Context: an optimization exercise on an open-source flow, tuned for small area, a short achievable clock period and few clock cycles. The choices shown serve that exercise and are no tape-out recipe. The RTL was checked by simulation tests, not by an equivalence proof against the original design. No activity file was given, so power comes from the tool's default toggle rates.

[constraint.sdc]
create_clock -name core_clock -period 13.0 [get_ports {clk}]
set_input_delay 2.6000 -clock core_clock [delete_from_list [all_inputs] [get_ports {clk}]]
set_output_delay 2.6000 -clock core_clock [all_outputs]
set_load 0.01 [all_outputs]
[standard.sh]
#!/bin/bash
# synth_recipe.tcl (not shown) runs the flow's synth.tcl, then flattens the netlist and writes it again
# the make line also repeats each setting of config.mk as NAME=value (left out here)
make -C /OpenROAD-flow-scripts/flow DESIGN_CONFIG=/design/flow/config.mk WORK_HOME=/design/flow/orfs CLKGATE_MAP_FILE= SYNTH_SCRIPT=/design/flow/synth_recipe.tcl "${@:-finish}"
[config.mk]
export PLATFORM = sky130hd
export DESIGN_NAME = rs32_codec
export DESIGN_NICKNAME = rs32_codec
export VERILOG_FILES = /design/flow/design.v
export SDC_FILE = /design/flow/constraint.sdc
export NUM_CORES = 4
export LEC_CHECK = 0
export CAP_MARGIN = 20
export CORE_MARGIN = 2
export CORE_UTILIZATION = 40
export SLEW_MARGIN = 20
[design.v]
module rs32_codec (
    input  wire        clk,
    input  wire        rst,
    input  wire        h_valid,
    input  wire        h_write,
    input  wire [7:0]  h_idx,
    input  wire [63:0] h_wdata,
    output wire        h_ready,
    output reg         h_rvalid,
    output reg  [63:0] h_rdata
);
    localparam [4:0] OP_NOP     = 5'h00, OP_GFADD   = 5'h01, OP_GFMUL  = 5'h02,
                     OP_GFEXP   = 5'h03, OP_GFLOG   = 5'h04, OP_SYMCH  = 5'h05,
                     OP_CHSYM   = 5'h06, OP_PERMRD  = 5'h07, OP_IDTODEC = 5'h08,
                     OP_DECTOID = 5'h09, OP_B10TO32 = 5'h0A, OP_B32TO10 = 5'h0B,
                     OP_RSPAR   = 5'h0C, OP_RSCHK   = 5'h0D, OP_FMT    = 5'h0E,
                     OP_PBEGIN  = 5'h0F, OP_PUTC    = 5'h10, OP_PEND   = 5'h11,
                     OP_ENCODE  = 5'h12, OP_DECODE  = 5'h13, OP_DECODED = 5'h14,
                     OP_CLRST   = 5'h15;
    localparam [2:0] B_IDLE = 3'd0,   
                     B_PRE  = 3'd1,   
                     B_INIT = 3'd2,   
                     B_CALC = 3'd3,   
                     B_FIN  = 3'd4,   
                     B_SWP  = 3'd5,   
                     B_SEV  = 3'd6,   
                     B_IDW  = 3'd7;   
    function [4:0] xt;   
        input [4:0] x;
        xt = {x[3:0], 1'b0} ^ (x[4] ? 5'h05 : 5'h00);
    endfunction
    function [4:0] gmul;
        input [4:0] a;
        input [4:0] b;
        reg   [4:0] x;
        integer j;
        begin
            gmul = 5'd0;
            x = a;
            for (j = 0; j < 5; j = j + 1) begin
                if (b[j]) gmul = gmul ^ x;
                x = xt(x);
            end
        end
    endfunction
    function [4:0] antilog;
        input [4:0] n;
        begin
            antilog = 5'd1;
            if (n == 5'd0) antilog = 5'd1;
            if (n == 5'd1) antilog = 5'd2;
            if (n == 5'd2) antilog = 5'd4;
            if (n == 5'd3) antilog = 5'd8;
            if (n == 5'd4) antilog = 5'd16;
            if (n == 5'd5) antilog = 5'd5;
            if (n == 5'd6) antilog = 5'd10;
            if (n == 5'd7) antilog = 5'd20;
            if (n == 5'd8) antilog = 5'd13;
            if (n == 5'd9) antilog = 5'd26;
            if (n == 5'd10) antilog = 5'd17;
            if (n == 5'd11) antilog = 5'd7;
            if (n == 5'd12) antilog = 5'd14;
            if (n == 5'd13) antilog = 5'd28;
            if (n == 5'd14) antilog = 5'd29;
            if (n == 5'd15) antilog = 5'd31;
            if (n == 5'd16) antilog = 5'd27;
            if (n == 5'd17) antilog = 5'd19;
            if (n == 5'd18) antilog = 5'd3;
            if (n == 5'd19) antilog = 5'd6;
            if (n == 5'd20) antilog = 5'd12;
            if (n == 5'd21) antilog = 5'd24;
            if (n == 5'd22) antilog = 5'd21;
            if (n == 5'd23) antilog = 5'd15;
            if (n == 5'd24) antilog = 5'd30;
            if (n == 5'd25) antilog = 5'd25;
            if (n == 5'd26) antilog = 5'd23;
            if (n == 5'd27) antilog = 5'd11;
            if (n == 5'd28) antilog = 5'd22;
            if (n == 5'd29) antilog = 5'd9;
            if (n == 5'd30) antilog = 5'd18;
        end
    endfunction
    function [4:0] gflog;
        input [4:0] a;
        begin
            gflog = 5'd0;
            if (a == 5'd1) gflog = 5'd0;
            if (a == 5'd2) gflog = 5'd1;
            if (a == 5'd3) gflog = 5'd18;
            if (a == 5'd4) gflog = 5'd2;
            if (a == 5'd5) gflog = 5'd5;
            if (a == 5'd6) gflog = 5'd19;
            if (a == 5'd7) gflog = 5'd11;
            if (a == 5'd8) gflog = 5'd3;
            if (a == 5'd9) gflog = 5'd29;
            if (a == 5'd10) gflog = 5'd6;
            if (a == 5'd11) gflog = 5'd27;
            if (a == 5'd12) gflog = 5'd20;
            if (a == 5'd13) gflog = 5'd8;
            if (a == 5'd14) gflog = 5'd12;
            if (a == 5'd15) gflog = 5'd23;
            if (a == 5'd16) gflog = 5'd4;
            if (a == 5'd17) gflog = 5'd10;
            if (a == 5'd18) gflog = 5'd30;
            if (a == 5'd19) gflog = 5'd17;
            if (a == 5'd20) gflog = 5'd7;
            if (a == 5'd21) gflog = 5'd22;
            if (a == 5'd22) gflog = 5'd28;
            if (a == 5'd23) gflog = 5'd26;
            if (a == 5'd24) gflog = 5'd21;
            if (a == 5'd25) gflog = 5'd25;
            if (a == 5'd26) gflog = 5'd9;
            if (a == 5'd27) gflog = 5'd16;
            if (a == 5'd28) gflog = 5'd13;
            if (a == 5'd29) gflog = 5'd14;
            if (a == 5'd30) gflog = 5'd24;
            if (a == 5'd31) gflog = 5'd15;
        end
    endfunction
    function [7:0] alpha;
        input [4:0] s;
        begin
            alpha = 8'h00;
            if (s == 5'd0) alpha = 8'h32;
            if (s == 5'd1) alpha = 8'h33;
            if (s == 5'd2) alpha = 8'h34;
            if (s == 5'd3) alpha = 8'h35;
            if (s == 5'd4) alpha = 8'h36;
            if (s == 5'd5) alpha = 8'h37;
            if (s == 5'd6) alpha = 8'h38;
            if (s == 5'd7) alpha = 8'h39;
            if (s == 5'd8) alpha = 8'h41;
            if (s == 5'd9) alpha = 8'h42;
            if (s == 5'd10) alpha = 8'h43;
            if (s == 5'd11) alpha = 8'h44;
            if (s == 5'd12) alpha = 8'h45;
            if (s == 5'd13) alpha = 8'h46;
            if (s == 5'd14) alpha = 8'h47;
            if (s == 5'd15) alpha = 8'h48;
            if (s == 5'd16) alpha = 8'h4A;
            if (s == 5'd17) alpha = 8'h4B;
            if (s == 5'd18) alpha = 8'h4C;
            if (s == 5'd19) alpha = 8'h4D;
            if (s == 5'd20) alpha = 8'h4E;
            if (s == 5'd21) alpha = 8'h50;
            if (s == 5'd22) alpha = 8'h51;
            if (s == 5'd23) alpha = 8'h52;
            if (s == 5'd24) alpha = 8'h53;
            if (s == 5'd25) alpha = 8'h54;
            if (s == 5'd26) alpha = 8'h55;
            if (s == 5'd27) alpha = 8'h56;
            if (s == 5'd28) alpha = 8'h57;
            if (s == 5'd29) alpha = 8'h58;
            if (s == 5'd30) alpha = 8'h59;
            if (s == 5'd31) alpha = 8'h5A;
        end
    endfunction
    function [5:0] index_of;
        input [7:0] c;
        begin
            index_of = 6'd0;
            if (c == 8'h32) index_of = {1'b1, 5'd0};
            if (c == 8'h33) index_of = {1'b1, 5'd1};
            if (c == 8'h34) index_of = {1'b1, 5'd2};
            if (c == 8'h35) index_of = {1'b1, 5'd3};
            if (c == 8'h36) index_of = {1'b1, 5'd4};
            if (c == 8'h37) index_of = {1'b1, 5'd5};
            if (c == 8'h38) index_of = {1'b1, 5'd6};
            if (c == 8'h39) index_of = {1'b1, 5'd7};
            if (c == 8'h41) index_of = {1'b1, 5'd8};
            if (c == 8'h42) index_of = {1'b1, 5'd9};
            if (c == 8'h43) index_of = {1'b1, 5'd10};
            if (c == 8'h44) index_of = {1'b1, 5'd11};
            if (c == 8'h45) index_of = {1'b1, 5'd12};
            if (c == 8'h46) index_of = {1'b1, 5'd13};
            if (c == 8'h47) index_of = {1'b1, 5'd14};
            if (c == 8'h48) index_of = {1'b1, 5'd15};
            if (c == 8'h4A) index_of = {1'b1, 5'd16};
            if (c == 8'h4B) index_of = {1'b1, 5'd17};
            if (c == 8'h4C) index_of = {1'b1, 5'd18};
            if (c == 8'h4D) index_of = {1'b1, 5'd19};
            if (c == 8'h4E) index_of = {1'b1, 5'd20};
            if (c == 8'h50) index_of = {1'b1, 5'd21};
            if (c == 8'h51) index_of = {1'b1, 5'd22};
            if (c == 8'h52) index_of = {1'b1, 5'd23};
            if (c == 8'h53) index_of = {1'b1, 5'd24};
            if (c == 8'h54) index_of = {1'b1, 5'd25};
            if (c == 8'h55) index_of = {1'b1, 5'd26};
            if (c == 8'h56) index_of = {1'b1, 5'd27};
            if (c == 8'h57) index_of = {1'b1, 5'd28};
            if (c == 8'h58) index_of = {1'b1, 5'd29};
            if (c == 8'h59) index_of = {1'b1, 5'd30};
            if (c == 8'h5A) index_of = {1'b1, 5'd31};
        end
    endfunction
    function i_isdec;   
        input [7:0] i;
        casez (i) 8'b0001_????, 8'b0010_00??: i_isdec = 1'b1; default: i_isdec = 1'b0; endcase
    endfunction
    function i_iscw;    
        input [7:0] i;
        casez (i) 8'b0011_????, 8'b0100_0000: i_iscw = 1'b1; default: i_iscw = 1'b0; endcase
    endfunction
    function i_isstr;   
        input [7:0] i;
        casez (i) 8'b0101_????, 8'b0110_00??: i_isstr = 1'b1; default: i_isstr = 1'b0; endcase
    endfunction
    function i_isstrp;  
        input [7:0] i;
        casez (i) 8'b0101_101?, 8'b0101_110?: i_isstrp = 1'b1; default: i_isstrp = 1'b0; endcase
    endfunction
    function i_isps;    
        input [7:0] i;
        i_isps = (i[7:3] == 5'b00001);
    endfunction
    function i_islow;   
        input [7:0] i;
        i_islow = (i[7:3] == 5'b00000) && (i[2:0] != 3'b111);
    endfunction
    function op_heavy;  
        input [4:0] o;
        case (o)
            5'h08, 5'h09, 5'h0A, 5'h0B, 5'h0C, 5'h0D, 5'h0E, 5'h0F, 5'h10, 5'h11, 5'h12, 5'h13, 5'h14:
                op_heavy = 1'b1;
            default: op_heavy = 1'b0;
        endcase
    endfunction
    function [4:0] perm;
        input [4:0] d;
        begin
            perm = 5'd0;
            if (d == 5'd0) perm = 5'd3;
            if (d == 5'd1) perm = 5'd2;
            if (d == 5'd2) perm = 5'd1;
            if (d == 5'd3) perm = 5'd0;
            if (d == 5'd4) perm = 5'd7;
            if (d == 5'd5) perm = 5'd6;
            if (d == 5'd6) perm = 5'd5;
            if (d == 5'd7) perm = 5'd4;
            if (d == 5'd8) perm = 5'd13;
            if (d == 5'd9) perm = 5'd14;
            if (d == 5'd10) perm = 5'd15;
            if (d == 5'd11) perm = 5'd16;
            if (d == 5'd12) perm = 5'd12;
            if (d == 5'd13) perm = 5'd8;
            if (d == 5'd14) perm = 5'd9;
            if (d == 5'd15) perm = 5'd10;
            if (d == 5'd16) perm = 5'd11;
        end
    endfunction
    function [19:0] synw;
        input [4:0] k;
        begin
            synw = 20'd0;
            if (k == 5'd0) synw = {5'd1, 5'd1, 5'd1, 5'd1};
            if (k == 5'd1) synw = {5'd16, 5'd8, 5'd4, 5'd2};
            if (k == 5'd2) synw = {5'd13, 5'd10, 5'd16, 5'd4};
            if (k == 5'd3) synw = {5'd14, 5'd26, 5'd10, 5'd8};
            if (k == 5'd4) synw = {5'd27, 5'd14, 5'd13, 5'd16};
            if (k == 5'd5) synw = {5'd12, 5'd31, 5'd17, 5'd5};
            if (k == 5'd6) synw = {5'd30, 5'd3, 5'd14, 5'd10};
            if (k == 5'd7) synw = {5'd22, 5'd24, 5'd29, 5'd20};
            if (k == 5'd8) synw = {5'd2, 5'd30, 5'd27, 5'd13};
            if (k == 5'd9) synw = {5'd5, 5'd11, 5'd3, 5'd26};
            if (k == 5'd10) synw = {5'd26, 5'd18, 5'd12, 5'd17};
            if (k == 5'd11) synw = {5'd28, 5'd4, 5'd21, 5'd7};
            if (k == 5'd12) synw = {5'd19, 5'd5, 5'd30, 5'd14};
            if (k == 5'd13) synw = {5'd31, 5'd6, 5'd15, 5'd11};
            if (k == 5'd14) synw = {5'd6, 5'd21, 5'd25, 5'd22};
            if (k == 5'd15) synw = {5'd15, 5'd25, 5'd11, 5'd9};
            if (k == 5'd16) synw = {5'd11, 5'd22, 5'd9, 5'd18};
        end
    endfunction
    function [19:0] wtab;
        input [4:0] j;
        begin
            wtab = 20'd0;
            if (j == 5'd0) wtab = {5'd14, 5'd26, 5'd10, 5'd8};
            if (j == 5'd1) wtab = {5'd13, 5'd10, 5'd16, 5'd4};
            if (j == 5'd2) wtab = {5'd16, 5'd8, 5'd4, 5'd2};
            if (j == 5'd3) wtab = {5'd1, 5'd1, 5'd1, 5'd1};
            if (j == 5'd4) wtab = {5'd22, 5'd24, 5'd29, 5'd20};
            if (j == 5'd5) wtab = {5'd30, 5'd3, 5'd14, 5'd10};
            if (j == 5'd6) wtab = {5'd12, 5'd31, 5'd17, 5'd5};
            if (j == 5'd7) wtab = {5'd27, 5'd14, 5'd13, 5'd16};
            if (j == 5'd8) wtab = {5'd31, 5'd6, 5'd15, 5'd11};
            if (j == 5'd9) wtab = {5'd6, 5'd21, 5'd25, 5'd22};
            if (j == 5'd10) wtab = {5'd15, 5'd25, 5'd11, 5'd9};
            if (j == 5'd11) wtab = {5'd11, 5'd22, 5'd9, 5'd18};
            if (j == 5'd12) wtab = {5'd19, 5'd5, 5'd30, 5'd14};
            if (j == 5'd13) wtab = {5'd2, 5'd30, 5'd27, 5'd13};
            if (j == 5'd14) wtab = {5'd5, 5'd11, 5'd3, 5'd26};
            if (j == 5'd15) wtab = {5'd26, 5'd18, 5'd12, 5'd17};
            if (j == 5'd16) wtab = {5'd28, 5'd4, 5'd21, 5'd7};
        end
    endfunction
    function [3:0] kdig;
        input [4:0] i;
        begin
            kdig = 4'd2;
            if (i == 5'd0) kdig = 4'd3;
            if (i == 5'd1) kdig = 4'd6;
            if (i == 5'd2) kdig = 4'd8;
            if (i == 5'd3) kdig = 4'd9;
            if (i == 5'd4) kdig = 4'd3;
            if (i == 5'd5) kdig = 4'd4;
            if (i == 5'd6) kdig = 4'd8;
            if (i == 5'd7) kdig = 4'd8;
            if (i == 5'd8) kdig = 4'd1;
            if (i == 5'd9) kdig = 4'd4;
            if (i == 5'd10) kdig = 4'd7;
            if (i == 5'd11) kdig = 4'd4;
            if (i == 5'd12) kdig = 4'd1;
            if (i == 5'd13) kdig = 4'd9;
            if (i == 5'd14) kdig = 4'd1;
            if (i == 5'd15) kdig = 4'd0;
            if (i == 5'd16) kdig = 4'd3;
            if (i == 5'd17) kdig = 4'd2;
            if (i == 5'd18) kdig = 4'd3;
        end
    endfunction
    function [19:0] lfsr;
        input [19:0] p;
        input [4:0]  s;
        reg   [4:0]  fb;
        begin
            fb   = s ^ p[19:15];
            lfsr = {p[14:10] ^ gmul(fb, 5'd30), p[9:5] ^ gmul(fb, 5'd6),
                    p[4:0] ^ gmul(fb, 5'd9), gmul(fb, 5'd17)};
        end
    endfunction
    function [3:0] dadj;
        input [3:0] d;
        case (d)
            4'd5: dadj = 4'd8;   4'd6: dadj = 4'd9;   4'd7: dadj = 4'd10;
            4'd8: dadj = 4'd11;  4'd9: dadj = 4'd12;  4'd10: dadj = 4'd13;
            4'd11: dadj = 4'd14; 4'd12: dadj = 4'd15; 4'd13: dadj = 4'd0;
            4'd14: dadj = 4'd1;  4'd15: dadj = 4'd2;  default: dadj = d;
        endcase
    endfunction
    function [79:0] dd1;
        input [79:0] a;
        input        b;
        reg   [79:0] t;
        integer j;
        begin
            for (j = 0; j < 20; j = j + 1)
                t[4*j +: 4] = dadj(a[4*j +: 4]);
            dd1 = {t[78:0], b};
        end
    endfunction
    function [9:0] dcount;
        input [79:0] a;
        integer g, n;
        begin
            dcount = {5'd1, jcode(0)};
            for (g = 1; g < 20; g = g + 1) begin
                n = g + 1;
                if (a[4*g +: 4] != 4'd0) dcount = {n[4:0], jcode(g)};
            end
        end
    endfunction
    function [4:0] jcode;
        input integer j;
        integer m;
        begin
            m = j % 5;
            jcode = {j[1:0], m[2:0]};
        end
    endfunction
    function [4:0] jsub;
        input [4:0] a;
        input [4:0] b;
        integer u, v, m;
        begin
            jsub[4:3] = a[4:3] - b[4:3];
            jsub[2:0] = 3'd0;
            for (u = 0; u < 5; u = u + 1)
                for (v = 0; v < 5; v = v + 1) begin
                    m = (u - v + 5) % 5;
                    if (a[2:0] == u && b[2:0] == v) jsub[2:0] = m[2:0];
                end
        end
    endfunction
    function [3:0] scount;
        input [64:0] c;
        integer g;
        begin
            scount = 4'd1;
            for (g = 1; g < 13; g = g + 1)
                if (c[5*g +: 5] != 5'd0) scount = g + 1;
        end
    endfunction
    reg [15:0]  cmd_q;
    reg [1:0]   tag_q;
    reg         valid_q;
    reg         ovf_q;
    reg [1:0]   fault_q;
    reg [4:0]   cnt_q;
    reg         cnt17;     
    reg [7:0]   res_q;
    reg [63:0]  id_q;
    reg [63:0]  dflt_q;
    reg [4:0]   declen_q;
    reg [79:0]  dig_q;     
    reg [4:0]   dec_off;   
    reg [3:0]   b32len_q;
    reg [84:0]  cw_q;      
    reg [19:0]  p_q;       
    reg [19:0]  syn_q;     
    reg [84:0]  str_q;     
    wire [15:0] status = {3'b000, cnt_q, 1'b0, fault_q, 1'b0, ovf_q, valid_q, tag_q};
    reg         conv_busy, conv_fin, conv_str;
    reg [5:0]   conv_r;    
    reg [1:0]   conv_pr;   
    reg         par_busy, par_enc, par_go;
    reg [2:0]   par_s;
    reg [9:0]   par_f;     
    reg [2:0]   bst;
    reg [4:0]   bop;
    reg [4:0]   e_i;
    reg [4:0]   e_j;       
    reg [4:0]   e_k;
    reg [4:0]   e_kw;      
    reg [1:0]   e_ph;      
    reg [8:0]   e_tq;      
    reg         e_lasti;   
    reg         e_swv;     
    reg [4:0]   e_sym;     
    reg [3:0]   e_dig;     
    reg [3:0]   e_c;
    reg [1:0]   e_h;
    reg         cmp_eq, cmp_gt;
    reg         sv64;
    reg         blong;     
    reg [19:0]  t_q;       
    reg         t_ok;      
    reg         cw_ok;     
    wire busy = (bst != B_IDLE);
    reg         s1_v, s1_wr;
    reg [7:0]   s1_idx;
    reg [63:0]  s1_wd;
    reg         s1_cdec, s1_cstr, s1_ccw, s1_cpar, s1_clong, s1_cswp, s1_cst, s1_cpst;
    reg  [5:0]  s1_sym;    
    reg         s1_cmd;    
    reg         s1_legal;  
    reg         h_ready_q;
    wire [4:0] in_op  = h_wdata[15:11];
    wire       in_cmd = h_write && (h_idx == 8'h00);
    reg in_legal;
    always @(*) begin
        case (in_op)
            OP_GFADD, OP_GFMUL:                      in_legal = (h_wdata[10] == 1'b0);
            OP_GFEXP, OP_GFLOG, OP_SYMCH, OP_PERMRD: in_legal = (h_wdata[10:5] == 6'd0);
            OP_CHSYM, OP_PUTC:                       in_legal = (h_wdata[10:8] == 3'd0);
            default: in_legal = !(in_op[4] && (in_op[3] || (in_op[2] && in_op[1]))) &&
                                (h_wdata[10:0] == 11'd0);
        endcase
    end
    wire       in_wr  = h_write && (h_idx[2:0] == 3'd0);
    wire       in_cw  = i_iscw(h_idx);
    wire in_cdec = (h_idx == 8'h05) || i_isdec(h_idx) ||
                   (in_cmd && (in_op == OP_DECTOID || in_op == OP_B10TO32));
    wire in_cstr = in_cmd && in_op == OP_FMT;
    wire in_ccw  = (h_write && in_cw) || (in_cmd && (in_op == OP_PBEGIN || in_op == OP_PUTC));
    wire in_cpar = (h_idx == 8'h06) || (h_idx[7:2] == 6'b000010) || in_cw || i_isstrp(h_idx) ||
                   (in_cmd && op_heavy(in_op));
    wire in_clong = in_cmd && (in_op == OP_DECTOID || in_op == OP_B10TO32 || in_op == OP_IDTODEC);
    wire in_cswp  = in_cmd && (in_op == OP_RSCHK || in_op == OP_PEND || in_op == OP_DECODE ||
                               in_op == OP_DECODED);
    wire in_cst   = in_cmd && (in_op == OP_IDTODEC || in_op == OP_ENCODE || in_op == OP_B32TO10 ||
                               in_op == OP_DECODE || in_op == OP_DECODED);
    wire in_cpst  = in_cmd && (in_op == OP_ENCODE || in_op == OP_RSPAR);
    wire stall = busy || (par_busy && s1_cpar) ||
                 (conv_busy && (s1_cdec || (conv_str ? s1_cstr : s1_ccw)));
    assign h_ready = h_ready_q;
    wire t_use_now = t_ok && (cnt17);
    wire p_cst   = (s1_v && s1_cst) || (bst == B_SEV);
    wire p_conv  = conv_busy || p_cst;
    wire p_par   = par_busy || (s1_v && s1_cpst);
    wire p_busy  = busy || (s1_v && (s1_clong || (s1_cswp && !t_use_now && !cw_ok)));
    wire p_long  = blong || (s1_v && s1_clong);
    wire k_cw    = p_conv && (p_cst || !conv_str);
    wire k_str   = p_conv && (p_cst || conv_str);
    wire x_long  = in_wr && (in_op == OP_DECTOID || in_op == OP_B10TO32 || in_op == OP_IDTODEC);
    wire x_dec   = (h_idx == 8'h05) || i_isdec(h_idx) || x_long;
    wire x_str   = in_wr && in_op == OP_FMT;
    wire x_cw    = (h_write && in_cw) || (in_wr && (in_op == OP_PBEGIN || in_op == OP_PUTC));
    wire x_par   = (h_idx == 8'h06) || (h_idx[7:2] == 6'b000010) || in_cw || i_isstrp(h_idx) ||
                   (in_wr && op_heavy(in_op));
    wire r_in    = x_long || p_busy || (p_par && x_par) || (p_conv && x_dec) ||
                   (k_cw && x_cw) || (k_str && x_str);
    wire r_hold  = s1_clong || p_busy || (p_par && s1_cpar) || (p_conv && s1_cdec) ||
                   (k_cw && s1_ccw) || (k_str && s1_cstr);
    wire ready_n = !p_long && (h_ready_q ? !(h_valid && r_in) : !(s1_v && stall && r_hold));
    always @(posedge clk) begin
        if (rst)            s1_v <= 1'b0;
        else if (h_ready_q) s1_v <= h_valid;
        else if (!stall)    s1_v <= 1'b0;
        h_ready_q <= rst || ready_n;
        if (h_ready_q) begin
            s1_wr   <= h_write;
            s1_idx  <= h_idx;
            s1_wd   <= h_wdata;
            s1_cdec <= in_cdec;
            s1_cstr <= in_cstr;
            s1_ccw  <= in_ccw;
            s1_cpar <= in_cpar;
            s1_clong <= in_clong;
            s1_cswp <= in_cswp;
            s1_cst  <= in_cst;
            s1_cpst <= in_cpst;
            s1_sym  <= index_of(h_wdata[7:0]);
            s1_cmd  <= in_cmd;
            s1_legal <= in_legal;
        end
    end
    wire ex    = s1_v && !stall;
    wire ex_rd = ex && !s1_wr;
    wire ex_wr = ex && s1_wr && (fault_q == 2'd0);
    wire [4:0] op   = s1_wd[15:11];
    wire [4:0] w_a  = s1_wd[9:5];
    wire [4:0] w_b  = s1_wd[4:0];
    wire [7:0] w_c  = s1_wd[7:0];
    wire i_dec  = i_isdec(s1_idx);
    wire i_cw   = i_iscw(s1_idx);
    wire rd_ok  = i_islow(s1_idx) || i_isps(s1_idx) || i_dec || i_cw || i_isstr(s1_idx);
    wire wr_rw  = (s1_idx == 8'h00) || (s1_idx == 8'h03) || (s1_idx == 8'h04) ||
                  (s1_idx == 8'h05) || i_dec || i_cw;
    wire w_legal = s1_legal;
    wire ex_cmd = ex_wr && s1_cmd;
    wire do_c   = ex_cmd && s1_legal;
    wire c_pend    = do_c && (op == OP_PEND || op == OP_DECODE || op == OP_DECODED);
    wire c_rschk   = do_c && op == OP_RSCHK;
    wire c_putc    = do_c && op == OP_PUTC;
    wire c_encode  = do_c && op == OP_ENCODE;
    wire c_pbegin  = do_c && op == OP_PBEGIN;
    wire c_fmt     = do_c && op == OP_FMT;
    wire [5:0] w_sym = s1_sym;
    wire [4:0] host_i = s1_idx[5] ? {3'b100, s1_idx[1:0]} : {1'b0, s1_idx[3:0]};
    integer q;
    reg  [4:0] host_ic;
    always @(*) begin
        host_ic = jcode(0);
        for (q = 0; q < 20; q = q + 1)
            if (host_i == q) host_ic = jcode(q);
    end
    wire [4:0] host_j = jsub(dec_off, host_ic);
    reg        rd_v;
    reg [7:0]  rd_idx;
    reg [4:0]  rd_j;
    always @(posedge clk) begin
        rd_idx <= s1_idx;
        rd_j   <= host_j;
        if (rst) begin
            rd_v     <= 1'b0;
            h_rvalid <= 1'b0;
        end else begin
            rd_v     <= ex_rd;
            h_rvalid <= rd_v;
        end
    end
    wire [4:0] port_k = busy ? e_k : {rd_idx == 8'h40, rd_idx[3:0]};
    reg  [4:0] sel_sym;
    always @(*) begin
        sel_sym = 5'd0;
        for (q = 0; q < 17; q = q + 1)
            sel_sym = sel_sym | (cw_q[5*q +: 5] & {5{port_k == q}});
    end
    wire [4:0] port_j = busy ? e_j : rd_j;
    reg  [3:0] dp_dig;
    always @(*) begin
        dp_dig = 4'd0;
        for (q = 0; q < 20; q = q + 1)
            dp_dig = dp_dig | (dig_q[4*q +: 4] & {4{port_j == jcode(q)}});
    end
    reg  [4:0] str_sym;
    always @(*) begin
        case (rd_idx[4:0])
            5'h10: str_sym = str_q[5*0 +: 5];   5'h11: str_sym = str_q[5*1 +: 5];
            5'h12: str_sym = str_q[5*2 +: 5];   5'h13: str_sym = str_q[5*3 +: 5];
            5'h15: str_sym = str_q[5*4 +: 5];   5'h16: str_sym = str_q[5*5 +: 5];
            5'h17: str_sym = str_q[5*6 +: 5];   5'h18: str_sym = str_q[5*7 +: 5];
            5'h1A: str_sym = str_q[5*8 +: 5];   5'h1B: str_sym = str_q[5*9 +: 5];
            5'h1C: str_sym = str_q[5*10 +: 5];  5'h1D: str_sym = str_q[5*11 +: 5];
            5'h1F: str_sym = str_q[5*12 +: 5];  5'h00: str_sym = str_q[5*13 +: 5];
            5'h01: str_sym = str_q[5*14 +: 5];  5'h02: str_sym = str_q[5*15 +: 5];
            5'h03: str_sym = str_q[5*16 +: 5];  default: str_sym = 5'd0;
        endcase
    end
    reg [63:0] rd_val;
    always @(*) begin
        rd_val = 64'd0;
        if (rd_idx == 8'h00)      rd_val[15:0] = cmd_q;
        else if (rd_idx == 8'h01) rd_val[15:0] = status;
        else if (rd_idx == 8'h02) rd_val[7:0] = res_q;
        else if (rd_idx == 8'h03) rd_val = id_q;
        else if (rd_idx == 8'h04) rd_val = dflt_q;
        else if (rd_idx == 8'h05) rd_val[4:0] = declen_q;
        else if (rd_idx == 8'h06) rd_val[3:0] = b32len_q;
        else if (rd_idx[7:2] == 6'b000010) begin
            case (rd_idx[1:0])
                2'd0: rd_val[4:0] = p_q[4:0];   2'd1: rd_val[4:0] = p_q[9:5];
                2'd2: rd_val[4:0] = p_q[14:10]; default: rd_val[4:0] = p_q[19:15];
            endcase
        end
        else if (rd_idx[7:2] == 6'b000011) begin
            case (rd_idx[1:0])
                2'd0: rd_val[4:0] = syn_q[4:0];   2'd1: rd_val[4:0] = syn_q[9:5];
                2'd2: rd_val[4:0] = syn_q[14:10]; default: rd_val[4:0] = syn_q[19:15];
            endcase
        end
        else if (i_isdec(rd_idx)) rd_val[3:0] = dp_dig;
        else if (i_iscw(rd_idx))  rd_val[4:0] = sel_sym;
        else if (rd_idx == 8'h54 || rd_idx == 8'h59 || rd_idx == 8'h5E) rd_val[7:0] = 8'h2D;
        else if (i_isstr(rd_idx)) rd_val[7:0] = alpha(str_sym);
    end
    always @(posedge clk) h_rdata <= rd_val;
    reg  [4:0]  pk;
    always @(*) pk = perm(cnt_q);
    wire [4:0]  m_sym = busy ? e_sym : w_sym[4:0];
    wire [19:0] m_w   = busy ? synw(e_kw) : wtab(cnt_q);
    wire [19:0] m_v   = {gmul(m_sym, m_w[19:15]), gmul(m_sym, m_w[14:10]),
                         gmul(m_sym, m_w[9:5]),   gmul(m_sym, m_w[4:0])};
    reg [9:0] par_fn;
    always @(*) begin
        par_fn = 10'd0;
        for (q = 0; q < 7; q = q + 1)
            if (par_s == q)
                par_fn = {(q == 0) ? 5'd0 : cw_q[5*(13-2*q) +: 5], cw_q[5*(12-2*q) +: 5]};
    end
    wire [19:0] p_n     = lfsr(lfsr(p_q, par_f[9:5]), par_f[4:0]);
    wire        par_end = par_busy && par_go && (par_s == 3'd7);
    reg  [64:0] str_cw;
    always @(*)
        for (q = 0; q < 17; q = q + 1)
            if (perm(q) < 5'd13) str_cw[5*perm(q) +: 5] = str_q[5*q +: 5];
    wire [65:0] csrc = conv_str ? {2'b00, str_cw[63:0]} : {1'b0, cw_q[64:0]};
    reg  [1:0]  cpair_n;
    always @(*) begin
        cpair_n = 2'd0;
        for (q = 0; q < 33; q = q + 1)
            cpair_n = cpair_n | (csrc[2*q +: 2] & {2{conv_r == q + 1}});
    end
    wire [79:0] a_base = (conv_r == 6'd33) ? 80'd0 : dig_q;
    wire [79:0] a_dd   = dd1(dd1(a_base, conv_pr[1]), conv_pr[0]);
    wire [9:0]  d_n    = dcount(dig_q);
    wire [8:0]  e_t    = {1'b0, e_sym, 3'b000} + {3'b000, e_sym, 1'b0} +
                         {5'd0, (e_k == 5'd0) ? e_dig : e_c};
    wire        e_last_k = (e_k == 5'd12);
    wire        e_last_i = e_lasti;
    wire [4:0]  e_jn     = jsub(e_j, jcode(1));
    wire [3:0]  kd     = kdig(e_i);
    wire        nx_eq  = cmp_eq && (e_dig == kd);
    wire        nx_gt  = cmp_gt || (cmp_eq && e_dig > kd);
    wire        sev    = (bst == B_SEV);
    wire [19:0] ev_s   = sev ? syn_q : (t_use ? t_q : 20'd0);
    wire        ev_ok  = (ev_s == 20'd0);
    wire [4:0]  ev_op  = sev ? bop : op;
    wire        t_use  = t_ok && (cnt17);
    wire        s_now  = t_use || cw_ok;    
    wire        ev_now = (c_pend && tag_q == 2'd0 && cnt17 && s_now) ||
                         (c_rschk && s_now);
    wire        ev     = ev_now || sev;
    wire        declen_bad = (declen_q == 5'd0) ||
                             (declen_q[4] && (declen_q[3] || (declen_q[2] && (declen_q[1] || declen_q[0]))));
    wire        putc_w  = c_putc && tag_q == 2'd0 && w_sym[5] && !cnt17;
    wire        host_cw = ex_wr && i_cw;
    wire [4:0]  host_k  = {s1_idx == 8'h40, s1_idx[3:0]};
    wire        calc    = (bst == B_CALC) && e_ph[1];
    wire [4:0]  cw_wd   = calc ? e_tq[4:0] : putc_w ? w_sym[4:0] : s1_wd[4:0];
    wire [4:0]  cw_wk   = calc ? e_k : putc_w ? pk : host_k;
    wire        c_idtodec = do_c && op == OP_IDTODEC;
    wire        idw_end = (bst == B_IDW) && !conv_busy;
    wire        cw_load = c_encode || c_idtodec || idw_end || (bst == B_FIN && bop == OP_DECTOID);
    wire [64:0] cw_ld   = {((c_encode || c_idtodec) ? 1'b0 : sv64), id_q};
    wire        cw_clr  = (bst == B_INIT);
    reg str_dl, str_pl;
    always @(posedge clk) begin
        str_dl <= c_encode;
        str_pl <= par_end && par_enc;
    end
    integer x;
    always @(posedge clk) begin
        for (x = 0; x < 17; x = x + 1) begin
            if (c_pbegin || (cw_clr && x < 13))
                cw_q[5*x +: 5] <= 5'd0;
            else if (cw_load && x < 13)
                cw_q[5*x +: 5] <= cw_ld[5*x +: 5];
            else if (par_end && x >= 13)
                cw_q[5*x +: 5] <= p_n[5*(x-13) +: 5];
            else if ((calc || putc_w || host_cw) && cw_wk == x)
                cw_q[5*x +: 5] <= cw_wd;
        end
        for (x = 0; x < 17; x = x + 1) begin
            if (perm(x) < 5'd13) begin
                if (c_fmt || str_dl) str_q[5*x +: 5] <= cw_q[5*perm(x) +: 5];
            end else begin
                if (c_fmt || str_pl) str_q[5*x +: 5] <= cw_q[5*perm(x) +: 5];
            end
        end
    end
    always @(posedge clk) e_lasti <= (e_i == declen_q - 5'd1);
    always @(posedge clk) begin
        if (conv_busy) begin
            if (conv_fin) begin
                declen_q  <= d_n[9:5];
                dec_off   <= d_n[4:0];
                conv_busy <= 1'b0;
            end else begin
                dig_q   <= a_dd;
                conv_pr <= cpair_n;
                conv_r  <= conv_r - 6'd1;
                if (conv_r == 6'd0) conv_fin <= 1'b1;
            end
        end
        if (par_busy) begin
            par_f  <= par_fn;
            par_s  <= par_s + 3'd1;
            par_go <= 1'b1;
            if (par_go) p_q <= p_n;
            else        p_q <= 20'd0;
            if (!par_go && par_enc) b32len_q <= scount(cw_q[64:0]);
            if (par_end) par_busy <= 1'b0;
        end
        if (ex_rd && !rd_ok && fault_q == 2'd0) fault_q <= 2'd3;
        if (ex_wr) begin
            if (!wr_rw) begin
                fault_q <= 2'd3;
            end else if (s1_idx == 8'h03) begin
                id_q <= s1_wd;
            end else if (s1_idx == 8'h04) begin
                dflt_q <= s1_wd;
            end else if (s1_idx == 8'h05) begin
                declen_q <= s1_wd[4:0];
            end else if (i_dec) begin
                for (x = 0; x < 20; x = x + 1)
                    if (host_j == jcode(x)) dig_q[4*x +: 4] <= s1_wd[3:0];
            end else if (i_cw) begin
                t_ok <= 1'b0;
            end else begin
                cmd_q <= s1_wd[15:0];
                if (!w_legal) begin
                    fault_q <= 2'd1;
                end else begin
                    case (op)
                    OP_GFADD:  res_q <= {3'b0, w_a ^ w_b};
                    OP_GFMUL:  res_q <= {3'b0, gmul(w_a, w_b)};
                    OP_GFEXP:  res_q <= {3'b0, antilog(w_b)};
                    OP_GFLOG:  if (w_b == 5'd0) fault_q <= 2'd2;
                               else res_q <= {3'b0, gflog(w_b)};
                    OP_SYMCH:  res_q <= alpha(w_b);
                    OP_CHSYM:  res_q <= w_sym[5] ? {3'b0, w_sym[4:0]} : 8'hFF;
                    OP_PERMRD: if (w_b[4] && w_b[3:0] != 4'd0) fault_q <= 2'd2;
                               else res_q <= {3'b0, perm(w_b)};
                    OP_IDTODEC, OP_ENCODE, OP_B32TO10: begin
                        conv_busy  <= 1'b1;
                        conv_fin   <= 1'b0;
                        conv_r     <= 6'd33;
                        conv_pr    <= 2'd0;
                        conv_str   <= (op == OP_ENCODE);
                        if (op == OP_IDTODEC) begin
                            id_q  <= cw_q[63:0];
                            sv64  <= cw_q[64];
                            t_ok  <= 1'b0;
                            bst   <= B_IDW;
                            blong <= 1'b1;
                        end
                        if (op == OP_ENCODE) begin
                            par_busy <= 1'b1;
                            par_enc  <= 1'b1;
                            par_go   <= 1'b0;
                            par_s    <= 3'd0;
                            t_ok     <= 1'b0;
                        end
                    end
                    OP_DECTOID, OP_B10TO32: begin
                        if (declen_bad) fault_q <= 2'd2;
                        else begin
                            bst    <= B_PRE;
                            e_ph   <= 2'd0;
                            blong  <= 1'b1;
                            bop    <= op;
                            e_i    <= 5'd0;
                            e_j    <= dec_off;
                            cmp_eq <= 1'b1;
                            cmp_gt <= 1'b0;
                        end
                    end
                    OP_RSPAR: begin
                        par_busy <= 1'b1;
                        par_enc  <= 1'b0;
                        par_go   <= 1'b0;
                        par_s    <= 3'd0;
                        t_ok     <= 1'b0;
                    end
                    OP_RSCHK: begin
                        if (!s_now) begin
                            bst   <= B_SWP;
                            bop   <= op;
                            e_k   <= 5'd0;
                            e_swv <= 1'b0;
                        end
                    end
                    OP_PBEGIN: begin
                        cnt_q <= 5'd0;
                        cnt17 <= 1'b0;
                        tag_q <= 2'd0;
                        t_q   <= 20'd0;
                        t_ok  <= 1'b1;
                    end
                    OP_PUTC: begin
                        if (tag_q == 2'd0 && w_sym[5]) begin
                            if (cnt17) tag_q <= 2'd1;
                            else begin
                                cnt_q <= cnt_q + 5'd1;
                                cnt17 <= (cnt_q == 5'd16);
                                t_q   <= t_q ^ m_v;
                            end
                        end
                    end
                    OP_PEND, OP_DECODE, OP_DECODED: begin
                        if (tag_q != 2'd0) begin
                            if (op == OP_DECODED) begin
                                id_q  <= dflt_q;
                                tag_q <= 2'd0;
                            end
                        end else if (!cnt17) begin
                            if (op == OP_DECODED) id_q <= dflt_q;
                            else tag_q <= 2'd2;
                        end else if (!s_now) begin
                            bst   <= B_SWP;
                            bop   <= op;
                            e_k   <= 5'd0;
                            e_swv <= 1'b0;
                        end
                    end
                    OP_CLRST: begin
                        tag_q <= 2'd0;
                        ovf_q <= 1'b0;
                    end
                    default: ;
                    endcase
                end
            end
        end
        if (ev) begin
            syn_q   <= ev_s;
            valid_q <= ev_ok;
            if (ev_op != OP_RSCHK) begin
                if (!ev_ok) begin
                    if (ev_op == OP_DECODED) id_q <= dflt_q;
                    else tag_q <= 2'd2;
                end else if (ev_op != OP_PEND) begin
                    id_q       <= cw_q[63:0];
                    ovf_q      <= cw_q[64];
                    conv_busy  <= 1'b1;
                    conv_fin   <= 1'b0;
                    conv_r     <= 6'd33;
                    conv_pr    <= 2'd0;
                    conv_str   <= 1'b0;
                end
            end
        end
        case (bst)
        B_IDLE: ;
        B_PRE: begin
            e_ph  <= {1'b0, !e_ph[0]};
            e_dig <= dp_dig;
            if (e_ph[0]) begin
                if (e_dig[3] && (e_dig[2] || e_dig[1])) begin
                    fault_q <= 2'd2;
                    bst     <= B_IDLE;
                    blong   <= 1'b0;
                end else begin
                    if (bop == OP_B10TO32 && declen_q == 5'd20) begin
                        cmp_eq <= nx_eq;
                        cmp_gt <= nx_gt;
                    end
                    e_i <= e_i + 5'd1;
                    e_j <= e_jn;
                    if (e_last_i) begin
                        if (bop == OP_B10TO32 && declen_q == 5'd20 && (nx_eq || nx_gt)) begin
                            fault_q <= 2'd2;
                            bst     <= B_IDLE;
                            blong   <= 1'b0;
                        end else begin
                            bst <= B_INIT;
                        end
                    end
                end
            end
        end
        B_INIT: begin
            if (bop == OP_DECTOID) begin
                id_q <= cw_q[63:0];
                sv64 <= cw_q[64];
            end
            t_ok <= 1'b0;
            e_i  <= 5'd0;
            e_j  <= dec_off;
            e_k  <= 5'd0;
            e_c  <= 4'd0;
            e_h  <= 2'd0;
            e_ph <= 2'd0;
            bst  <= B_CALC;
        end
        B_CALC: begin
            e_ph  <= e_ph[1] ? 2'd0 : e_ph + 2'd1;
            e_sym <= sel_sym;
            e_dig <= dp_dig;
            e_tq  <= e_t;
            if (e_ph[1]) begin
                e_c <= e_tq[8:5];
                if (e_last_k) begin
                    e_h <= {e_h[0], 1'b0} + e_tq[6:5];
                    e_k <= 5'd0;
                    e_i <= e_i + 5'd1;
                    e_j <= e_jn;
                    if (e_last_i) bst <= B_FIN;
                end else begin
                    e_k <= e_k + 5'd1;
                end
            end
        end
        B_FIN: begin
            if (bop == OP_DECTOID) begin
                id_q  <= cw_q[63:0];
                ovf_q <= cw_q[64] || (e_h != 2'd0);
            end else begin
                b32len_q <= scount(cw_q[64:0]);
            end
            bst   <= B_IDLE;
            blong <= 1'b0;
        end
        B_SWP: begin
            e_sym <= sel_sym;
            e_kw  <= e_k;
            e_swv <= 1'b1;
            e_k   <= e_k + 5'd1;
            if (e_swv) begin
                syn_q <= ((e_kw == 5'd0) ? 20'd0 : syn_q) ^ m_v;
                if (e_kw == 5'd16) bst <= B_SEV;
            end
        end
        B_SEV: begin
            bst <= B_IDLE;
        end
        B_IDW: begin
            if (!conv_busy) begin
                id_q  <= cw_q[63:0];
                bst   <= B_IDLE;
                blong <= 1'b0;
            end
        end
        default: bst <= B_IDLE;
        endcase
        if (c_pbegin || cw_clr || cw_load || calc || putc_w || host_cw || (do_c && op == OP_RSPAR))
            cw_ok <= 1'b0;
        if (par_end) cw_ok <= 1'b1;
        if (rst) begin
            cmd_q     <= 16'd0;
            tag_q     <= 2'd0;
            valid_q   <= 1'b0;
            ovf_q     <= 1'b0;
            fault_q   <= 2'd0;
            cnt_q     <= 5'd0;
            cnt17     <= 1'b0;
            dec_off   <= 5'd0;
            conv_busy <= 1'b0;
            par_busy  <= 1'b0;
            bst       <= B_IDLE;
            blong     <= 1'b0;
            t_q       <= 20'd0;
            t_ok      <= 1'b1;
            cw_ok     <= 1'b0;
        end
    end
endmodule
[flow/run.sh]
#!/bin/bash
# The standard layout (standard.sh: ORFS from synthesis to the final layout, with the standard flow's
# config.mk and SDC), with two settings changed through the environment:
#  - SETUP_SLACK_MARGIN: ORFS's timing repair is asked to leave 9.5 ns of setup slack on the
#    13 ns clock, so it also speeds up paths that already meet 13 ns;
#  - BUFFER_PORTS_ARGS: the buffers ORFS puts on every input and output port are buf_4.
# The clock period, SDC, synthesis and all other steps are the standard ones.
set -euo pipefail
export SETUP_SLACK_MARGIN=9.5
export BUFFER_PORTS_ARGS="-buffer_cell sky130_fd_sc_hd__buf_4"
bash standard.sh > standard.log 2>&1
==> run notes, run 1 <==
largest net degree at the start of global routing 77; Stages on worst setup path 1; biggest cell delay along the critical path 430 ps; CP bufs+invs 1; area leader, netlist edfxtp_1; post-route setup TNS 0 ps; top cells by area, synth edfxtp_1 (19%), dfxtp_1 (18%), a21oi_1 (6.0%); slew margin rel. 18.8%; clock sinks 749; Worst-Skew Late Latency 750 ps; net count after synthesis 5959; Power per Cell Area 125 nW/um^2; reg-to-reg startpoint rd_idx[0]; Pleak 20.8 nW; Post-Synthesis Cell Area 49000 um^2; hold_buf cts 0; vias in the first global route 44.7k; CTS tree yes; Fmax achieved approximately 260 MHz; post-route minimum period between 3000 and 4000 ps; Post-DP Area 51300 um^2; Overall Global Routing Usage 31.7%; flops & latches, synth 749; HPWL after detailed placement 142000 um; Die Width 354 um; Area Overhead vs Synth 17.7%; Yosys cell types 120; CTS Root Cell clkbuf_16; final WL 211000 um; global-route wire length before repair 303000 um; worst vdd ir 0.111 mV; Core Area 122000 um^2; num ports 142; Post-synth EDFFs around 310; critical path endpoint category primary output; share of the synthesized area in the top cell type 19.2%; most frequent cell after synthesis nor2_1; ys async rst share 0%; Hold Fails Final Rpt 0; worst hold stages 0; post-layout instance area 57700 um^2; fin nets 5990; Critical Path Source Type flip-flop; number of detailed-route iterations in the first pass 10; RSZ-0062 raised after global routing true; synth cell count leaders nor2_1 (608), a21oi_1 (591), nand2_1 (485), dfxtp_1 (436), clkbuf_1 (402); count of warnings emitted by yosys 18; DRC errors left 0; Fillers 11.7k; crit path DAT 1280 ps; CP cell instances buf_6; outcome finished clean; Setup Skew 86.6 ps; Inserted Clock Buffers 88; Post-Syn Area per Cell 8.39 um^2; final hold slack 444 ps; Syn Inst Count 5841; ys flop type dfxtp_1; WL per Instance roughly 28 um; Worst Hold Launch s1_wd[48]; Core Util, Final a little under half; die area 125000 um^2; register clock-pin slew on the reported worst setup and hold paths approximately 60 ps; layout cell share with drive strength beyond 1 17.7%; Worst-Margin Slew between 1000 and 1500 ps; Slew Limit Fails 0; Final Wtd Congestion 1.05; MaxCap Viol Count 0; DRT antenna net count 0; fin crit share slightly below 30%; FP Rows 128; via count 50.4k; Initial DRC Count 8228; sequential element share of the synthesized area 37.0%; critical path's slowest cell dfxtp_4; worst min path class flip-flop to flip-flop; die height 354 um; IO buf count 141; CP top delay family flip-flops; CP Class flip-flop to primary output; CP required 10400 ps; crit path max fanout 1; R2R cell count 9; GRT overflow 0; initial antenna violation count 11; vias per inst 6.66; clock buffer depth 3; total chip power a little over 0.007 W; H-tree depth 3; CP Launch Point h_rdata[1]; final setup vio count 0; initial core utilization 40.3%
per-stage QoR:
stage,std cells,worst slack [ps]
after floorplan,5841,9180
after global placement,7224,8320
after detailed placement,7225,8210
after CTS,7464,9080
after global routing,7574,9090
final,7579,9120
cell type report:
cell class                 instances  area [um^2]  area share, %
clock buffer                     108         2390           4.14
sequential                       749        18300           31.6
multi-input combinational       4467        30000           51.9
tap                             1625         2030           3.52
inverter                         118          469          0.813
antenna                            7         17.5         0.0304
timing repair buffer             448         4040           7.00
clock inverter                    57          526          0.911
routing by layer:
metal / GRT usage, % / part of all wire, %
met1: 45.5 / 41
met2: 44.7 / 41
met5: 0 / 0.022
met4: 10.5 / 3.9
met3: 9.85 / 13
cells in the final DEF (no fill, tap or decap), drive strengths merged, types with 36 or more instances in the layout:
cell,Yosys,final
inv,115,113
ha,40,40
clkinv,3,44
nand4,36,36
edfxtp,313,313
nand3,110,110
nand2,486,486
and3,59,59
a31oi,90,90
o22a,78,78
a221oi,64,65
nand2b,70,70
nor2,612,612
buf,110,439
mux2,45,45
o211ai,44,44
xnor2,146,146
and2,52,52
mux2i,218,218
a222oi,60,60
xor2,59,59
a22o,80,80
o22ai,158,158
nor2b,72,72
a2bb2oi,58,58
a211oi,110,110
a21o,38,38
nor4,63,63
o21ai,346,346
dfxtp,436,436
nor3,121,121
a22oi,89,89
or3,38,41
a21oi,595,595
clkbuf,402,117
logic make-up (layout without fill, tap and decap cells):
family          count (synthesis)  in the layout  share of synthesized area [%]
simple gates                 1851           1854                           18.1
flops                         749            749                           37.0
compound gates               2078           2080                           28.5
xor+xnor                      211            211                           3.98
other cells                     0              7                              0
fa+ha+maj                      44             44                           1.14
buf+inv                       630            731                           5.16
mux                           278            278                           6.17
report_power, final:
group | total [W] | leakage [nW] | switching (W) | internal [W]
clock network | 0.00251 | 1.41 | 0.00113 | 0.00139
registers | 0.00289 | 6.60 | 0.000294 | 0.00259
logic | 0.00180 | 12.8 | 0.00109 | 0.000709
path summary, 6_finish.rpt:
path | endpoint | slack (ps)
max | h_rdata[1] | 9120
min | dflt_q[48] | 440
max reg2reg | h_rdata[6] | 9360
min reg2reg | dflt_q[48] | 440
flip-flops by register name (all words and copies together), names as in the netlist, 9 cells and up:
signal / flops
dflt_q: 64
h_rdata: 64
dig_q: 80
e_tq: 9
id_q: 64
t_q: 20
str_q: 85
syn_q: 20
par_f: 10
cmd_q: 16
p_q: 20
cw_q: 85
s1_wd: 64
what timing repair did:
item | 4_1_cts | 5_1_grt
pin swaps | 34 | 69
setup endpoints to repair | 578 | 372
resized for setup | 297 | 185
setup buffers | 69 | 99
cloned | 5 | 8
Testbench counts, summed over its fixed seeds: cycles 8,978.
==> run 2: changes to the inputs <==
--- a/config.mk
+++ b/config.mk
@@ -9,3 +9,3 @@
 export CORE_MARGIN = 2
-export CORE_UTILIZATION = 40
+export CORE_UTILIZATION = 55
 export SLEW_MARGIN = 20
==> run 2 against run 1 <==
Routed wire length down 1.7%. Design area down 1.4%. Critical endpoint is now h_ready. Non-clock buffer count down 23. Via count up 1.2%. Utilization up 17 points. Synthesized cell count unchanged. Register-to-register slack better by 70 ps. Clock-buffer cell count up 8. First-iteration DRC count up 5.0%. Worst hold slack better by 6.6 ps. Final cell count down 6.4%.
==> run notes, run 2 <==
most frequent cell after synthesis nor2_1; WL per Instance between 20 and 30 um; vias in the first global route 44.9k; total chip power approximately 0.007 W; die height 303 um; global-route wire length before repair 298000 um; critical path's slowest cell dfxtp_4; most common cell after layout, fill and taps aside nor2_1; critical path endpoint category primary output; Yosys cell types 120; net count after synthesis 5959; Placed Cells 6765; top cells by area, synth edfxtp_1 (19%), dfxtp_1 (18%), a21oi_1 (6.0%); H-tree depth 3; number of detailed-route iterations in the first pass 10; R2R cell count 14; worst reg2reg setup slack around 9400 ps; DRT antenna net count 0; initial core utilization between 50% and 60%; Net Sw Power 0.00249 W; Power per Cell Area 126 nW/um^2; Worst-Margin Slew 1200 ps; register clock-pin slew on the reported worst setup and hold paths ~60 ps; Fillers 7496; sequential element share of the synthesized area a little under two fifths; worst min path class flip-flop to flip-flop; Reg power frac 40.5%; Critical Path Source Type flip-flop; Fmax achieved ~260 MHz; Core Area around 88000 um^2; CP cell instances buf_6; initial antenna violation count 19; FP Rows ~110; clock sinks between 700 and 800; Cell Int Power 0.00468 W; RSZ-0062 raised after global routing true; CP top delay family flip-flops; IO buf count between 100 and 150; Overall Global Routing Usage 43.1%; Final Non-Filler Cells 7094; Comb power frac 25.1%; Slew Limit Fails 0; GRT overflow 0; CP bufs+invs 1; area of the multi-input gates 30000 um^2; Final Wtd Congestion 1.12; fin crit share 29.7%; via count between 50k and 60k; fin nets 5964; slew margin rel. 20.3%; Inserted Clock Buffers 85; metal1 wirelength 81200 um; post-route setup TNS 0 ps; Area Overhead vs Synth 16.1%; final setup vio count 0; Post-Synthesis Cell Area 49000 um^2; highest routed layer met5; Post-synth EDFFs 313; Initial DRC Count 8641; vias per inst 7.20; worst hold stages 0; Pleak 20.7 nW; area leader, netlist edfxtp_1; clock buffer depth 3; Syn Inst Count 5841; FF/Latch Area 18300 um^2; CP required 10400 ps; crit path max fanout 2; HPWL after detailed placement about 140000 um; Setup Skew 35.4 ps; highest-count cells in the layout ignoring fill and taps nor2_1 (584), a21oi_1 (576), nand2_1 (470); CP Class flip-flop to primary output; met2 WL post-DR 84800 um; worst vdd ir ~0.11 mV; layout cell share with drive strength beyond 1 between 10% and 20%; synth cell count leaders nor2_1 (608), a21oi_1 (591), nand2_1 (485), dfxtp_1 (436), clkbuf_1 (402); reg-to-reg startpoint bst[2]; Sw Share a little over a third; hold_buf cts 0; Worst-Skew Late Latency approximately 710 ps; Min-Delay Endpoint dflt_q[23]; count of warnings emitted by yosys 18; DRC errors left 0; num ports 142; MaxCap Viol Count 0; Reg-to-Reg End h_rdata[0]; CTS Root Cell clkbuf_16; biggest cell delay along the critical path 430 ps; crit path DAT 1260 ps; flops & latches, synth 749; outcome finished clean; final hold slack 450 ps; Die Width 303 um; Hold Fails Final Rpt 0; post-route minimum period 3860 ps; Post-Syn Area per Cell 8.39 um^2; ys flop type dfxtp_1; final WL roughly 210000 um; biggest regs cw_q: 85 flops, str_q: 85 flops, dig_q: 80 flops; Worst Hold Launch s1_wd[23]; CTS tree yes; die area slightly above 90000 um^2; WL met3 approximately 31000 um; largest net degree at the start of global routing 112; ys async rst share 0%; clock network fraction of total power 34.4%; share of the synthesized area in the top cell type 19.2%
-- run 2: cell counts after synthesis --
Identical to the previous run, type by type.
-- run 2: power by group through the flow --
stage                     logic (W)  clock network, W  registers (W)
after floorplan             0.00120                 0        0.00274
after global placement      0.00153                 0        0.00293
after detailed placement    0.00154                 0        0.00293
after CTS                   0.00163           0.00246        0.00288
after global routing        0.00192           0.00255        0.00291
final                       0.00180           0.00246        0.00290
-- run 2: area by class of cell --
| type | count | area share, % |
|---|---|---|
| Clock buffer | 116 | 4.14 |
| Tap cell | 1165 | 2.56 |
| Inverter | 118 | 0.822 |
| Timing Repair Buffer | 425 | 6.75 |
| Clock inverter | 43 | 0.803 |
| Antenna cell | 11 | 0.0484 |
| Sequential cell | 749 | 32.1 |
| Multi-Input combinational cell | 4467 | 52.8 |
-- run 2: per-layer routing --
layer | vias to the layer above | track usage [%]
li1 | 22096 | -
met2 | 3784 | 60.4
met3 | 725 | 15.2
met4 | 20 | 18.0
met1 | 24421 | 60.0
met5 | - | 0.880
-- run 2: cell families after synthesis --
group	after synthesis	synth area share [%]
simple gates	1851	18.1
flops	749	37.0
xor+xnor	211	3.98
fa+ha+maj	44	1.14
compound gates	2078	28.5
mux	278	6.17
buf+inv	630	5.16
-- run 2: how the worst max path moves through the flow --
stage / startpoint / to / depth (start not counted)
after floorplan: h_idx[4] / h_ready_q / 7
after global placement: bst[0] / cw_q[81] / 9
after detailed placement: bst[0] / res_q[1] / 6
after CTS: h_ready_q / h_ready / 1
after global routing: h_ready_q / h_ready / 1
final: h_ready_q / h_ready / 1
-- run 2: timing repair --
action	4_1_cts	5_1_grt
gates cloned	6	3
pin swaps	25	72
setup buffers	51	98
gates resized for setup	290	198
setup endpoints to repair	483	383
-- run 2: per-stage QoR --
| stage | utilization (%) | worst slack, ps | area, um^2 |
|---|---|---|---|
| after floorplan | - | 9180 | 49200 |
| after global placement | 57.4 | 8230 | 50700 |
| after global routing | 64.4 | 9130 | 56900 |
| after CTS | 62.4 | 9130 | 55200 |
| final | 64.4 | 9140 | 56900 |
| after detailed placement | 57.4 | 8060 | 50700 |
==> run 3: changes to the inputs <==
--- a/config.mk
+++ b/config.mk
@@ -10,2 +10,4 @@
 export CORE_UTILIZATION = 55
+export CTS_CLUSTER_DIAMETER = 80
+export CTS_CLUSTER_SIZE = 25
 export SLEW_MARGIN = 20
==> run 3 against run 2 <==
Still clean. Synthesized cell count did not move. Routed wire length fell by 0.84%. Total power fell by 11%. Critical path depth did not move. Final cell count fell by 1.3%.
==> run notes, run 3 <==
outcome finished clean; WL per Instance 29.4 um; DRT antenna net count 0; CP cell instances buf_6; fin nets just under 6k; global-route wire length before repair 295000 um; Setup Skew 39.8 ps; share of the synthesized area in the top cell type a little under a fifth; Syn Inst Count between 5k and 6k; vias in the first global route 44.3k; ys async rst share 0%; Fillers 7627; area leader, netlist edfxtp_1; final WL 206000 um; CTS Root Cell clkbuf_16; highest-count cells in the layout ignoring fill and taps nor2_1 (585), a21oi_1 (578), nand2_1 (467); Worst Hold Launch s1_wd[23]; synth cell count leaders nor2_1 (608), a21oi_1 (591), nand2_1 (485), dfxtp_1 (436), clkbuf_1 (402); CP Launch Point h_ready_q; flops & latches, synth 749; num ports about 140; R2R cell count 11; largest net degree at the start of global routing between 100 and 150; Pleak 20.1 nW; clock buffer depth 3; Final Wtd Congestion 1.12; CP bufs+invs 1; Hold Fails Final Rpt 0; GRT overflow 0; highest routed layer met5; top cells by area, synth edfxtp_1 (19%), dfxtp_1 (18%), a21oi_1 (6.0%); Core Util, Final around 63%; Min-Delay Endpoint dflt_q[23]; CTS tree yes; worst reg2reg setup slack 9470 ps; Overall Global Routing Usage 42.6%; crit path max fanout 2; Reg-to-Reg End h_rdata[2]; Power per Cell Area 114 nW/um^2; initial core utilization about 55%; die height 303 um; final setup vio count 0; Yosys cell types 120; number of detailed-route iterations in the first pass 10; most frequent cell after synthesis nor2_1; Worst-Skew Late Latency between 600 and 700 ps; clock sinks 749; MaxCap Viol Count 0; DRC errors left 0; Slew Limit Fails 0; die area 91500 um^2; slew margin rel. a little under a quarter; Area Overhead vs Synth 13.2%; layout cell share with drive strength beyond 1 16.2%; post-route setup TNS 0 ps; worst hold stages 0; Die Width 303 um; RSZ-0062 raised after global routing true; Post-Synthesis Cell Area between 40000 and 50000 um^2; worst min path class flip-flop to flip-flop; net count after synthesis 5959; count of warnings emitted by yosys 18; met2 WL post-DR 84300 um; Inserted Clock Buffers 44; critical path's slowest cell dfxtp_4; vias per inst 7.21; Core Area 88400 um^2; most common cell after layout, fill and taps aside nor2_1; Post-synth EDFFs 313; CP top delay family flip-flops; FP Rows 109; HPWL after detailed placement 141000 um; sequential element share of the synthesized area a little under two fifths; Worst-Margin Slew about 1200 ps; H-tree depth 2; metal1 wirelength 80800 um; post-route minimum period 3850 ps; Initial DRC Count just under 9k; WL met3 31000 um; register clock-pin slew on the reported worst setup and hold paths approximately 110 ps; Fmax achieved 260 MHz; via count 50.5k; reg-to-reg startpoint rd_idx[3]; CP Class flip-flop to primary output; crit path DAT 1250 ps; biggest regs cw_q: 85 flops, str_q: 85 flops, dig_q: 80 flops; biggest cell delay along the critical path 440 ps; Critical Path Source Type flip-flop; ys flop type dfxtp_1; CP required 10400 ps; critical path endpoint category primary output; hold_buf cts 0; IO buf count 141; Post-Syn Area per Cell 8.39 um^2; initial antenna violation count 21; fin crit share 29.6%; worst vdd ir around 0.14 mV
run 3: cell count changes in the layout (fill, tap and decap cells not counted), sizes merged:
cell,change
clkbuf,-56
a21oi,-1
buf,-10
bufinv,-3
or3,-1
bufbuf,-2
clkinvlp,-1
nand2,+1
diode,-5
inv,+3
clkinv,-17
run 3: through the flow:
stage               cells  setup WS [ps]  instance area [um^2]  total power, W  hold WS [ps]
finish               7002           9150                 55500         0.00635           458
global route         6997           9140                 55500         0.00655           462
CTS                  6911           9130                 53900         0.00616           459
detailed placement   6765           8060                 50700         0.00447           435
global placement     6765           8230                 50700         0.00446           432
floorplan            5841           9180                 49200         0.00394           343
run 3: kinds of logic after synthesis:
group	Yosys count	share of synthesized area [%]
AOI/OAI and AO/OA	2078	28.5
and+or+nand+nor	1851	18.1
xor gates and xnor gates	211	3.98
muxes	278	6.17
buffers and inverters	630	5.16
adders and majority gates	44	1.14
DFF	749	37.0
run 3: report_power, final:
group | switching [W] | internal (W)
clock network | 0.000945 | 0.000722
registers | 0.000305 | 0.00259
logic | 0.00108 | 0.000699
total | 0.00234 | 0.00401
run 3: timing repair:
item / CTS / global route
endpoints found under the setup margin: 484 / 389
setup buffers: 60 / 78
gates cloned: 4 / 6
resized for setup: 292 / 179
pin swaps: 31 / 72
run 3: worst max-delay path by stage:
| stage | endpoint | slack (ps) | depth (start not counted) |
|---|---|---|---|
| floorplan | h_ready_q | 9180 | 7 |
| global placement | cw_q[81] | 8230 | 9 |
| detailed placement | res_q[1] | 8060 | 6 |
| CTS | h_ready | 9130 | 1 |
| global route | h_ready | 9140 | 1 |
| finish | h_ready | 9150 | 1 |
run 3: final cells by class:
type                    count  area, um^2  share of cell area, %
clock buffers              57        1190                   2.15
well taps                1165        1460                   2.63
repair buffers            416        3800                   6.84
flip-flops and latches    749       18300                   32.9
diodes                      6        15.0                 0.0271
multi-input cells        4466       30000                   54.0
inverters                 118         467                  0.841
clock inverters            25         342                  0.615
run 3: per-layer routing:
metal	GRT usage, %	up-vias
li1	-	21947
met1	59.6	24073
met2	60.2	3737
met3	15.0	692
met4	16.0	24
met5	0	-
==> run 4: changes to the inputs <==
--- a/config.mk
+++ b/config.mk
@@ -9,3 +9,3 @@
 export CORE_MARGIN = 2
-export CORE_UTILIZATION = 55
+export CORE_UTILIZATION = 62
 export CTS_CLUSTER_DIAMETER = 80
==> run 4 against run 3 <==
Register-to-register slack got worse by 90 ps. Maximum frequency is 1.3% higher. Die area shrank 11%. Total power grew 0.22%. Global-route usage grew 3.5 points. First-iteration DRC count increased by 9.5%. Routed wire length down 2.2%. Utilization rose by 7.5 points. Sequential share of layout area up 0.15 points. Combinational power about the same. Synthesized cell count unchanged. Via count grew 1.5%. Critical endpoint unchanged.
==> run notes, run 4 <==
biggest regs cw_q: 85 flops, str_q: 85 flops, dig_q: 80 flops; Overall Global Routing Usage 46.2%; Core Area ~79000 um^2; clock sinks 749; Die Width 285 um; initial core utilization 62.4%; CTS tree yes; number of detailed-route iterations in the first pass 11; CP Class flip-flop to primary output; Fmax achieved 263 MHz; XOR/XNOR share of the synthesized area 3.98%; Post-Syn Area per Cell 8.39 um^2; WL per Instance around 30 um; sequential element share of the synthesized area 37.0%; FP Rows 103; post-route setup TNS 0 ps; Hold Fails Final Rpt 0; register clock-pin slew on the reported worst setup and hold paths ~100 ps; MaxCap Viol Count 0; worst min path class flip-flop to flip-flop; clock buffer depth 3; DRC errors left 0; Post-synth EDFFs 313; final hold slack 461 ps; R2R cell count 10; fin crit share 29.2%; via count roughly 50k; top cells by area, synth edfxtp_1 (19%), dfxtp_1 (18%), a21oi_1 (6.0%); fin nets 5919; biggest cell delay along the critical path 430 ps; area leader, netlist edfxtp_1; worst vdd ir 0.138 mV; net count after synthesis 5959; CTS Root Cell clkbuf_16; post-route minimum period 3800 ps; Syn Inst Count 5841; Critical Path Source Type flip-flop; ys flop type dfxtp_1; Worst-Margin Slew 1290 ps; initial antenna violation count 19; CP required between 10000 and 15000 ps; slew margin rel. around 14%; final setup vio count 0; area of the multi-input gates 29900 um^2; most frequent cell after synthesis nor2_1; CP Launch Point h_ready_q; ys async rst share 0%; Post-Synth Adder-Cell Area 1.14%; Compound-Gate Fraction of Synth Area 28.5%; synth cell count leaders nor2_1 (608), a21oi_1 (591), nand2_1 (485), dfxtp_1 (436), clkbuf_1 (402); Worst Hold Launch cmd_q[11]; Setup Skew 60.6 ps; flops & latches, synth 749; HPWL after detailed placement 134000 um; GRT overflow 0; CP cell instances buf_6; highest-count cells in the layout ignoring fill and taps nor2_1 (582), a21oi_1 (580), nand2_1 (466); die height between 200 and 300 um; Stages on worst setup path 1; vias in the first global route between 40k and 50k; die area 81300 um^2; vias per inst 7.43; most common cell after layout, fill and taps aside nor2_1; Final Wtd Congestion roughly 1.1; H-tree depth 2; CP bufs+invs 1; share of the synthesized area in the top cell type 19.2%; FF/Latch Area 18300 um^2; final WL around 200000 um; post-layout instance area 55300 um^2; Power per Cell Area 115 nW/um^2; Post-DP Area 50400 um^2; Worst-Skew Late Latency 680 ps; total chip power between 0.006 and 0.007 W; Post-Synthesis Cell Area 49000 um^2; outcome finished clean; multiplexer share of the synthesized area 6.17%; count of warnings emitted by yosys 18; crit path DAT 1200 ps; Initial DRC Count 9561; crit path max fanout 2; Fillers between 6k and 7k; largest net degree at the start of global routing 118; CP top delay family flip-flops; Yosys cell types 120; layout cell share with drive strength beyond 1 16.3%; global-route wire length before repair 288000 um; Post-Synth Simple-Gate Area 18.1%; critical path endpoint category primary output; reg-to-reg startpoint rd_idx[0]; largest family of logic cells by synthesized area compound AO/OA/AOI/OAI gates; Core Util, Final 70.3%; Inserted Clock Buffers 43; worst hold stages 2; hold_buf cts 0; IO buf count 141; critical path's slowest cell dfxtp_4; RSZ-0062 raised after global routing true; Slew Limit Fails 0; Pleak 20.0 nW; DRT antenna net count 0; num ports 142; Area Overhead vs Synth 12.7%
==> run 4: cell counts after synthesis <==
Identical to the previous run, type by type.
==> run 4: final timing paths <==
check / to / slack (ps)
max: h_ready / 9200
min: cmd_q[11] / 460
max reg2reg: h_rdata[3] / 9380
min reg2reg: cmd_q[11] / 460
==> run 4: cells by family (layout without fill, tap and decap cells) <==
| family | Yosys count | count (layout) |
|---|---|---|
| buffers and inverters | 630 | 618 |
| adder cells (fa/ha/maj) | 44 | 44 |
| XOR/XNOR | 211 | 211 |
| AO/OA/AOI/OAI | 2078 | 2081 |
| AND/OR/NAND/NOR | 1851 | 1855 |
| flip-flops | 749 | 749 |
| other | 0 | 14 |
| multiplexers | 278 | 278 |
==> run 4: repair_timing <==
item | CTS | global route
gates resized for setup | 269 | 192
setup buffers | 58 | 98
setup endpoints to repair | 507 | 346
cloned | 4 | 9
endpoints found under the hold margin | 0 | 0
pin swaps | 26 | 48
==> run 4: area by class of cell <==
cell class	instances	area share, %
Clock inverter	23	0.589
Antenna cell	14	0.0634
Sequential cell	749	33.0
Inverter	118	0.840
Timing Repair Buffer	420	6.79
Tap cell	1050	2.38
Clock buffer	57	2.24
Multi-Input combinational cell	4469	54.1
==> run 4: stage by stage <==
stage                     setup slack [ps]  cells
after floorplan                       9180   5841
after global placement                8330   6635
after detailed placement              8170   6637
after CTS                             9170   6779
after global routing                  9190   6891
final                                 9200   6900
==> run 4: routing by layer <==
layer  GRT usage [%]  vias to the layer above  routed length [um]
li1                -                    21936                   -
met3            16.5                      843               33600
met2            63.9                     4338               80600
met4            18.4                       12               10900
met5            1.63                        -                 277
met1            65.1                    24112               76100
==> run 4: power breakdown <==
part / leakage [nW] / switching [W] / internal (W)
logic: 12.7 / 0.00108 / 0.000706
registers: 6.60 / 0.000320 / 0.00259
clock network: 0.755 / 0.000928 / 0.000740
total: 20.0 / 0.00232 / 0.00404

[what the ideal ports hide]
No port has a modelled driver above. Below, the same layouts with a new extraction and two added sets of constraints. Step 1 sets driving cells, clkbuf_16 on the clock port and buf_2 on the other inputs (assumed; they add their load-dependent delay and slew). Step 2 times the ports against the registers' clock, not the clock port: input delays grow and output delays shrink by t, the midpoint of the rising clock arrivals with the driver on. Three values: ideal ports, drivers, drivers and shift; two values: the first two.
| run | t (ns) | setup WS [ns] |
|---|---|---|
| run 1 | 0.780 | 9.120 / 9.043 / 8.716 |
| run 2 | 0.759 | 9.141 / 9.071 / 8.730 |
| run 3 | 0.718 | 9.153 / 9.082 / 8.799 |
| run 4 | 0.720 | 9.204 / 9.131 / 8.765 |
After both steps setup and hold are still met in every run listed.
